This design comes from an exercise in tuning for small area, a short achievable clock period and few clock cycles on the open sky130 flow, not from production work. Only simulation tests tie the RTL to the original design; equivalence was not proved. Power is estimated from default activity; no workload was simulated.

===== design.v =====
module csa_core (
    input  wire        clk,
    input  wire        rst,           
    input  wire [15:0] limit,         
    output wire [4:0]  pmem_addr,
    input  wire [47:0] pmem_rdata,
    input  wire        in_valid,      
    input  wire [31:0] in_tick,       
    input  wire [31:0] in_code,       
    output wire        in_pop,        
    output reg         out_valid,
    output wire [31:0] out_data,
    output wire        done,
    output reg  [3:0]  status,
    output wire [31:0] tick,
    output reg  [15:0] icount,
    output reg  [31:0] acc,
    output reg  [31:0] pc
);
    localparam ST_RUN     = 4'd0;
    localparam ST_HALT    = 4'd1;
    localparam ST_INEXH   = 4'd2;
    localparam ST_LIMIT   = 4'd3;
    localparam ST_F_AOB   = 4'd9;
    localparam ST_F_UNK   = 4'd10;
    localparam ST_F_AM    = 4'd11;
    localparam ST_F_STACK = 4'd12;
    localparam ST_F_PC    = 4'd13;
    localparam ST_F_MISS  = 4'd14;
    localparam ST_F_RSV   = 4'd15;
    localparam OP_LOAD = 4'h0, OP_ST  = 4'h1, OP_ADD  = 4'h2, OP_CMP  = 4'h3;
    localparam OP_NOP  = 4'h4, OP_EI  = 4'h5, OP_DI   = 4'h6, OP_CALL = 4'h7;
    localparam OP_RET  = 4'h8, OP_IRET= 4'h9, OP_HALT = 4'hA, OP_JUMP = 4'hB;
    localparam OP_JZ   = 4'hC, OP_JNZ = 4'hD, OP_JBE  = 4'hE, OP_JEV  = 4'hF;
    localparam M_N = 3'd0, M_I = 3'd1, M_D = 3'd2, M_X = 3'd3, M_PI = 3'd4, M_PD = 3'd5;
    localparam S_FETCH  = 3'd0;    
    localparam S_EX     = 3'd1;    
    localparam S_INTCHK = 3'd2;    
    localparam S_IRQ    = 3'd3;    
    localparam S_LDPC   = 3'd4;    
    localparam S_STOP   = 3'd5;
    reg [2:0]  state;
    reg [19:0] tick_r;
    reg [4:0]  sp;
    reg        ie, be;
    reg        lim_hit;               
    reg        cont;                  
    reg [3:0]  cr_op;
    reg [2:0]  cr_mode;
    reg [3:0]  cr_fault;              
    reg [31:0] cr_arg;
    reg        cr_inb;                
    reg        cr_a0;                 
    reg        pc_unk;                
    reg [4:0]  pc_src;
    reg        pc_dec;                
    reg [3:0]  pend;                  
    reg        vc_valid, vc_argp, vc_inr;
    reg [4:0]  vc_v;
    reg [31:0] dmem  [1:31];
    reg [31:1] dvalid;
    reg [5:0]  stack [0:30];
    assign tick     = {12'd0, tick_r};
    assign done     = (status != ST_RUN);
    assign out_data = dmem[1];
    wire [7:0]  f_op   = pmem_rdata[47:40];
    wire [2:0]  f_mode = pmem_rdata[39:37];
    wire        f_argp = pmem_rdata[36];
    wire        f_data = (f_op == 8'h00) || (f_op == 8'h02) || (f_op == 8'h03);
    wire        f_xfer = (f_op == 8'h07) || (f_op == 8'h0B) || (f_op == 8'h0C) ||
                         (f_op == 8'h0D) || (f_op == 8'h0E) || (f_op == 8'h0F);
    wire        f_mmem = (f_mode == M_D) || (f_mode == M_X) || (f_mode == M_PI) || (f_mode == M_PD);
    wire        f_mism = f_data            ? (f_mode == M_N) :
                         (f_op == 8'h01)   ? !f_mmem :
                                             (f_mode != M_N);
    wire [3:0]  f_fault = (f_op > 8'h0F)                                ? ST_F_UNK :
                          (f_mode > M_PD || pmem_rdata[35:32] != 4'd0)  ? ST_F_RSV :
                          f_mism                                        ? ST_F_AM  :
                          (((f_mode != M_N) || f_xfer) && !f_argp)      ? ST_F_MISS :
                                                                          4'd0;
    wire op_load = (cr_op == OP_LOAD), op_st  = (cr_op == OP_ST);
    wire op_add  = (cr_op == OP_ADD),  op_cmp = (cr_op == OP_CMP);
    wire op_nop  = (cr_op == OP_NOP),  op_ei  = (cr_op == OP_EI),  op_di = (cr_op == OP_DI);
    wire op_call = (cr_op == OP_CALL), op_ret = (cr_op == OP_RET), op_iret = (cr_op == OP_IRET);
    wire op_halt = (cr_op == OP_HALT);
    wire op_rets = op_ret || op_iret;
    wire m_none = (cr_mode == M_N), m_imm = (cr_mode == M_I), m_dir = (cr_mode == M_D);
    wire m_x    = (cr_mode == M_X), m_pi  = (cr_mode == M_PI), m_pd = (cr_mode == M_PD);
    wire m_mem  = !m_none && !m_imm;
    wire acc_z = (acc == 32'd0);
    wire taken = (cr_op == OP_JUMP) || (cr_op == OP_CALL) ||
                 ((cr_op == OP_JZ)  &&  acc_z) ||
                 ((cr_op == OP_JNZ) && !acc_z) ||
                 ((cr_op == OP_JBE) &&  be) ||
                 ((cr_op == OP_JEV) && !acc[0]);
    wire [31:0] rd_mem = dvalid[cr_arg[4:0]] ? dmem[cr_arg[4:0]] : 32'd0;
    wire [31:0] rd     = cr_a0 ? in_code : rd_mem;           
    wire [31:0] opnd   = m_imm ? cr_arg : rd;
    wire [31:0] sum    = acc + opnd;
    wire [31:0] diff   = acc - opnd;
    wire [5:0]  top    = stack[sp - 5'd1];
    wire        sp_max = (sp == 5'd31);
    wire        sp_z   = (sp == 5'd0);
    wire        pc_oor = (pc[31:5] != 27'd0);
    wire ex_lim   = !cont && lim_hit;
    wire ex_pcf   = !cont && pc_oor;
    wire ex_dec   = !cont && (cr_fault != 4'd0);
    wire ex_aob   = m_mem && !cr_inb;
    wire ex_inx   = m_mem && cr_a0 && !in_valid;
    wire ex_stk   = (op_call && sp_max) || (op_rets && sp_z);
    wire ex_stop  = ex_lim || ex_pcf || ex_dec || ex_aob || ex_inx || ex_stk || op_halt;
    wire [3:0] ex_status = ex_lim ? ST_LIMIT :
                           ex_pcf ? ST_F_PC  :
                           ex_dec ? cr_fault :
                           ex_aob ? ST_F_AOB :
                           ex_inx ? ST_INEXH :
                           ex_stk ? ST_F_STACK : ST_HALT;
    wire [2:0] ex_stop_ticks = (ex_lim || ex_pcf) ? 3'd0 :
                               (ex_dec || ex_aob || ex_stk || op_halt) ? {2'd0, !cont} :
                               {1'b0, !cont, cont};           
    wire ex_first = m_x || m_pi || m_pd;                      
    wire [2:0] first_ticks = m_x ? 3'd3 : 3'd5;
    wire [1:0] mode_ticks = m_imm ? 2'd1 : m_mem ? 2'd2 : 2'd0;
    wire [1:0] exec_ticks = op_st ? 2'd2 : op_nop ? 2'd0 : 2'd1;
    wire [2:0] k = {2'd0, !cont} + {1'b0, mode_ticks} + {1'b0, exec_ticks};
    wire ie_eff = op_ei || op_iret || (ie && !op_di);
    wire polls  = m_mem && cr_a0;                             
    wire [19:0] tick_k = tick_r + {17'd0, k};
    wire        due    = in_valid && (in_tick <= {12'd0, tick_k});
    wire        defer  = polls && ie_eff;
    wire        irq    = ie_eff && due && !polls;
    wire        ret_ptr = top[5];
    wire [5:0]  ret_np  = {1'b0, top[4:0]} + 6'd1;
    wire [31:0] npc     = taken   ? cr_arg :
                          op_rets ? {26'd0, ret_np} :
                                    {26'd0, {1'b0, pc[4:0]} + 6'd1};
    wire [31:0] am1     = cr_arg - 32'd1;
    wire [31:0] pc_x    = taken   ? am1 :
                          op_rets ? {27'd0, top[4:0]} : pc;
    wire irq2 = ie && in_valid && (in_tick <= {12'd0, tick_r});
    wire [5:0] irq_entry = (!pc_unk && !pc_oor) ? {1'b0, pc[4:0]} : {1'b1, pc_src};
    wire ex_go    = (state == S_EX) && !ex_stop;
    wire ex_half  = ex_go && ex_first;                         
    wire ex_done  = ex_go && !ex_first;                        
    wire ex_next  = ex_done && !defer && !irq;                 
    wire ic_next  = (state == S_INTCHK) && !irq2;
    wire irq_ok   = (state == S_IRQ) && vc_valid && vc_argp && !sp_max;
    wire [31:0] adj   = m_pi ? rd + 32'd1 : rd - 32'd1;
    wire        wr_st = ex_done && op_st;
    wire        wr_pp = ex_half && !m_x;
    wire        wr    = wr_st || wr_pp;
    wire [31:0] wdata = wr_pp ? adj : acc;
    assign in_pop = (state == S_EX) && !ex_lim && !ex_pcf && !ex_dec && m_mem && cr_inb &&
                    cr_a0 && in_valid;
    assign pmem_addr = (state == S_FETCH)  ? pc[4:0] :
                       (state == S_INTCHK) ? pc[4:0] + 5'd1 :
                       (state == S_IRQ)    ? (vc_valid ? vc_v : 5'd0) :
                       (state == S_LDPC)   ? pc_src :
                                             npc[4:0];
    wire        icnt_inc = ex_next || ic_next || irq_ok;
    wire [15:0] icount_1 = icount + 16'd1;
    integer i;
    always @(posedge clk) begin
        if (wr && cr_arg[4:0] != 5'd0)
            dmem[cr_arg[4:0]] <= wdata;
    end
    always @(posedge clk) begin
        if (state == S_IRQ && irq_ok)
            stack[sp] <= irq_entry;
        else if (ex_done && op_call)
            stack[sp] <= {1'b0, pc[4:0]};
    end
    always @(posedge clk) begin
        if (ex_half) begin
            cr_mode  <= M_D;
            cr_fault <= 4'd0;
            cr_arg   <= rd;
            cr_inb   <= (rd[31:5] == 27'd0);
            cr_a0    <= (rd == 32'd0);
        end else begin
            cr_op    <= pmem_rdata[43:40];
            cr_mode  <= f_mode;
            cr_fault <= f_fault;
            cr_arg   <= pmem_rdata[31:0];
            cr_inb   <= (pmem_rdata[31:5] == 27'd0);
            cr_a0    <= (pmem_rdata[31:0] == 32'd0);
        end
    end
    always @(posedge clk) begin
        out_valid <= 1'b0;
        if (rst) begin
            state    <= S_FETCH;
            status   <= ST_RUN;
            tick_r   <= 20'd0;
            icount   <= 16'd0;
            acc      <= 32'd0;
            pc       <= 32'd2;
            sp       <= 5'd0;
            ie       <= 1'b0;
            be       <= 1'b0;
            lim_hit  <= (limit == 16'd0);
            cont     <= 1'b0;
            pc_unk   <= 1'b0;
            vc_valid <= 1'b0;
            dvalid   <= 31'd0;
        end else begin
            if (wr && cr_arg[4:0] != 5'd0)
                dvalid[cr_arg[4:0]] <= 1'b1;
            if (wr && cr_arg[4:0] == 5'd1)
                out_valid <= 1'b1;
            if (icnt_inc) begin
                icount  <= icount_1;
                lim_hit <= (icount_1 >= limit);
            end
            case (state)
            S_FETCH: state <= S_EX;
            S_EX: begin
                if (ex_stop) begin
                    status <= ex_status;
                    tick_r <= tick_r + {17'd0, ex_stop_ticks};
                    state  <= S_STOP;
                end else if (ex_first) begin
                    tick_r <= tick_r + {17'd0, first_ticks};
                    cont   <= 1'b1;
                end else begin
                    cont <= 1'b0;
                    if (op_load) acc <= opnd;
                    if (op_add)  acc <= sum;
                    if (op_cmp)  be  <= !diff[31];
                    ie <= ie_eff;
                    if (op_call) sp <= sp + 5'd1;
                    if (op_rets) sp <= sp - 5'd1;
                    if (defer) begin
                        tick_r <= tick_k;
                        state  <= S_INTCHK;
                    end else if (irq) begin
                        tick_r <= tick_k;
                        pc     <= pc_x;
                        pc_unk <= op_rets && ret_ptr;
                        pc_src <= op_rets ? top[4:0] : pc[4:0];
                        state  <= S_IRQ;
                    end else begin
                        tick_r <= tick_k + 20'd1;
                        if (op_rets && ret_ptr) begin
                            pc_src <= top[4:0];
                            pc_dec <= 1'b0;
                            pend   <= ST_RUN;
                            state  <= S_LDPC;
                        end else begin
                            pc <= npc;
                        end
                    end
                end
            end
            S_INTCHK: begin
                if (irq2) begin
                    state <= S_IRQ;
                end else begin
                    pc     <= pc + 32'd1;
                    tick_r <= tick_r + 20'd1;
                    state  <= S_EX;
                end
            end
            S_IRQ: begin
                if (!vc_valid) begin
                    vc_valid <= 1'b1;
                    vc_argp  <= pmem_rdata[36];
                    vc_inr   <= (pmem_rdata[31:5] == 27'd0);
                    vc_v     <= pmem_rdata[4:0];
                end else if (!vc_argp || sp_max) begin
                    if (pc_unk) begin
                        pc_dec <= 1'b1;
                        pend   <= vc_argp ? ST_F_STACK : ST_F_MISS;
                        state  <= S_LDPC;
                    end else begin
                        status <= vc_argp ? ST_F_STACK : ST_F_MISS;
                        state  <= S_STOP;
                    end
                end else begin
                    sp     <= sp + 5'd1;
                    ie     <= 1'b0;
                    tick_r <= tick_r + 20'd1;
                    pc_unk <= 1'b0;
                    if (vc_inr) begin
                        pc    <= {27'd0, vc_v};
                        state <= S_EX;
                    end else begin
                        pc_src <= 5'd0;
                        pc_dec <= 1'b0;
                        pend   <= ST_RUN;
                        state  <= S_LDPC;
                    end
                end
            end
            S_LDPC: begin
                pc     <= pmem_rdata[31:0] - {31'd0, pc_dec};
                pc_unk <= 1'b0;
                if (pend != ST_RUN) begin
                    status <= pend;
                    state  <= S_STOP;
                end else begin
                    state  <= S_FETCH;
                end
            end
            default: state <= S_STOP;
            endcase
        end
    end
endmodule

===== config.mk =====
export PLATFORM = sky130hd
export DESIGN_NAME = csa_core
export DESIGN_NICKNAME = csa_core
export VERILOG_FILES = /design/flow/design.v
export SDC_FILE = /design/flow/constraint.sdc
export NUM_CORES = 4
export LEC_CHECK = 0
export CAP_MARGIN = 20
export CORE_MARGIN = 2
export CORE_UTILIZATION = 40
export SLEW_MARGIN = 20

===== run.sh =====
#!/bin/bash
# synth_recipe.tcl (not shown) runs the flow's synth.tcl, then flattens the netlist and writes it again
# the make line also repeats each setting of config.mk as NAME=value (left out here)
make -C /OpenROAD-flow-scripts/flow DESIGN_CONFIG=/design/flow/config.mk WORK_HOME=/design/flow/orfs CLKGATE_MAP_FILE= SYNTH_SCRIPT=/design/flow/synth_recipe.tcl finish

===== constraint.sdc =====
create_clock -name core_clock -period 7.0 [get_ports {clk}]
set_input_delay 1.4000 -clock core_clock [delete_from_list [all_inputs] [get_ports {clk}]]
set_output_delay 1.4000 -clock core_clock [all_outputs]
set_load 0.01 [all_outputs]

==> key figures <==
Synthesis
  • Top post-synthesis cells by area: edfxtp_1, mux4_2, dfxtp_1, ha_1, a21oi_1
  • Register area share after synthesis: 59.6%
  • Async set or reset register ratio after synthesis: 0%
  • Yosys reg bits: 1,386
  • Post-Syn Area: 66,700 um2
  • Netlist cell types: 90
  • Most used DFF post-synth: edfxtp_1
  • Largest area contributor in the netlist: edfxtp_1
  • Post-Synthesis Cells: 4,939
  • Commonest cells in the netlist: edfxtp_1, nor2_1, a21oi_1
  • Yosys top cell area share: 53.9%
  • Ys Warns: 1
  • Synthesized area per cell: 13.5 um2
  • Count leader, synth: edfxtp_1
  • EDFF count, synth: 1,197

Global routing
  • Largest net degree at the start of global routing: 126
  • Initial antenna violation count: 11
  • Gr usage total: 25.8%
  • Vias in the first global route: 45,100
  • First-pass GRT wire length: 320,000 um
  • Overflow after GRT: 0

Route
  • Final antenna-violating net count: 0
  • Vias per cell: 6.12
  • Initial drt markers: 5,893
  • Routed WL per cell: 29.3 um
  • Remaining DRCs: 0
  • Post-Route WL: 223,000 um
  • Pre-Repair DR Iteration Count: 6
  • Routed via count: 46,700

Final layout
  • Layout cell share with drive strength beyond 1: 16.9%
  • Fin util: 47.6%
  • Nets@finish: 5,633
  • Fin area: 78,600 um2
  • Synth-to-Final Area Change: 17.8%

Worst hold path
  • Worst Hold Class: flip-flop to flip-flop
  • Hold path start: dvalid[18]

STA
  • Final Hold Viols: 0
  • RSZ-0062 raised after global routing: false
  • Final period util: 97.2%
  • Final count of pins violating max slew: 0
  • Setup TNS: 0 ns
  • Max_slew headroom: 25.1%
  • Worst slew pin tran: 1.12 ns
  • Min Hold Slack: 0.463 ns
  • Final Skew: 0.0785 ns
  • Max Fclk: 0.147 GHz
  • Final setup fails: 0
  • Fin crit period: 6.80 ns

Floorplanning
  • Die Area: 170,000 um2
  • Die height: 412 um
  • Ports: 287
  • Core area: 165,000 um2
  • Starting Density: 40.4%
  • Die Width: 412 um
  • Cell Rows: 149

Place
  • Placed Area: 73,300 um2
  • I/O Buffers: 274
  • Post-DP HPWL: 150,000 um
  • Placer Congestion: 0.929

Job
  • Max-Cap Viols: 0

Worst setup path
  • R2R Setup Slk: 0.28 ns
  • Critical Path End: pmem_addr[1]
  • Most Frequent Cell on Critical Path: a21oi_1
  • Critical Path Fanout Max: 14
  • CP max stage cell: or4_1
  • Critical Path Sink Type: output port
  • Slowest stage delay, CP: 0.67 ns
  • FF-to-FF Start: cr_op[1]
  • Critical path cell sequence: buf_4 > nor4_1 > nand4_1 > or4_1 > a41oi_1 > nor2_2 > nor2_1 > a21oi_1 > a211oi_1 > a311oi_1 > a21oi_1 > clkdlybuf4s50_1
  • Crit path DAT: 5.40 ns
  • CP Class: flip-flop to output port
  • Worst setup SP type: flip-flop
  • Reg2Reg Depth: 21
  • Req. time, crit path: 5.60 ns
  • Worst reg2reg endpoint: pc[18]
  • Worst setup startpoint: acc[25]

Clock network
  • Longest Clk Path Bufs: 3
  • CTS Hold Bufs: 0
  • Root Driver: clkbuf_16
  • TritonCTS buffer count: 151
  • CTS tree: done
  • Clock sink total: 1,386
  • Worst skew pair latency: 0.83 ns
  • H-tree depth: 4
  • Reg clk slew, reported paths: 0.06 ns

Power
  • PwrDens: 235 nW/um2
  • Leakage: 28.8 nW
  • Worst VDD drop: 0.258 mV

Outcome
  • Status: no timing/DRC/antenna violations
## layout make-up
cell class,count,area [um2]
Inverter,138,518
Clock buffer,190,3980
Sequential cell,1386,39700
Antenna cell,2,5.00
Clock inverter,89,1190
Fill cell,14500,86600
Timing Repair Buffer,494,4850
Multi-Input combinational cell,3131,25500
Tap cell,2189,2740
## repair_timing
| item | 4_1_cts | 5_1_grt |
|---|---|---|
| resized for setup | 2 | 1 |
| setup buffers | 0 | 3 |
| endpoints found under the setup margin | 4 | 4 |
| pin swaps | 0 | 2 |
## cell usage in the layout (no fill, tap or decap), types with 133 or more instances in the layout
cell type        instances
o22ai_1                151
clkdlybuf4s50_1        273
ha_1                   192
dfxtp_1                184
clkbuf_16              151
edfxtp_1              1197
inv_1                  137
a21oi_1                300
mux4_2                 282
buf_4                  185
nand2_1                278
nor2_1                 344
xnor2_1                136
o21ai_0                133
## power by group
part | switching [mW] | internal [mW]
Clock | 3.51 | 4.74
Combinational | 0.768 | 0.465
Sequential | 0.0656 | 8.92
Total | 4.35 | 14.1
## worst min path at each step
stage                 end  slack, ns  cells past startpoint
2_1_floorplan  dvalid[29]       0.43                      2
3_3_place_gp   dvalid[26]       0.44                      2
3_5_place_dp   dvalid[18]       0.45                      2
4_1_cts        dvalid[18]       0.47                      2
5_1_grt        dvalid[24]       0.49                      2
6_report       dvalid[18]       0.46                      2
## flip-flops by register name, summed over array words and instances (netlist names), 2 cells and up
name      flops
dmem        992
stack       186
acc          32
cr_arg       32
pc           32
dvalid       31
tick_r       20
icount       16
pc_src        5
sp            5
vc_v          5
cr_op         4
status        4
cr_fault      3
cr_mode       3
state         3
pend          2
## kinds of logic (layout without fill, tap and decap cells)
group,Yosys count,count (layout),share of synthesized area [%]
flops,1386,1386,59.6
simple gates,1282,1282,9.53
compound gates,1009,1009,9.68
mux,435,435,12.0
buf+inv,433,911,2.87
fa+ha+maj,200,200,3.83
xor+xnor,193,193,2.55
other cells,1,14,0.00562
## layer usage
metal | GRT usage, % | part of all wire, %
met1 | 34.9 | 40
met2 | 41.4 | 47
met3 | 5.22 | 9.6
met4 | 9.04 | 3.6
met5 | 0 | 0.022
## per-stage QoR
step	std cells	power, mW	setup slack [ns]
2_1_floorplan	4950	9.85	0.0516
3_3_place_gp	7335	10.4	0.561
3_5_place_dp	7335	10.4	0.391
6_report	7619	18.5	0.198
4_1_cts	7614	18.6	0.147
5_1_grt	7618	19.0	0.00201
## critical path, delay by kind of cell, from the launching register on
kind / cells / cell delay, ns
flip-flops: 1 / 0.29
AND/OR/NAND/NOR: 5 / 2.24
AO/OA/AOI/OAI: 5 / 1.27
buffers and inverters: 2 / 0.79
Testbench counts, summed over its fixed seeds: cycles 91,179.

==> static timing again, ports no longer ideal <==
Ports are ideal in the flow. The routed layout listed here was re-timed in OpenROAD.
Step 1, drivers: a clkbuf_16 drives clk and a buf_2 each remaining input, both assumed.
Step 2, shift: input delay + t, output delay - t, t = (earliest + latest rising clock arrival at the registers) / 2. This alone moves slack from input paths to output paths.
a / b / c = ideal ports / drivers / drivers and shift; a / b = the first two.
t (ns): 0.877
setup slack, ns: 0.198 / 0.114 / 0.276
worst setup path at the end: register to register
slew at the worst register clock pin (ns): 0.07 / 0.07
pins driven straight from the clock port: 1
After both steps setup and hold are still met in this run. The setup slack of this run moves by -0.084 ns with the drivers and by +0.078 ns with both steps.
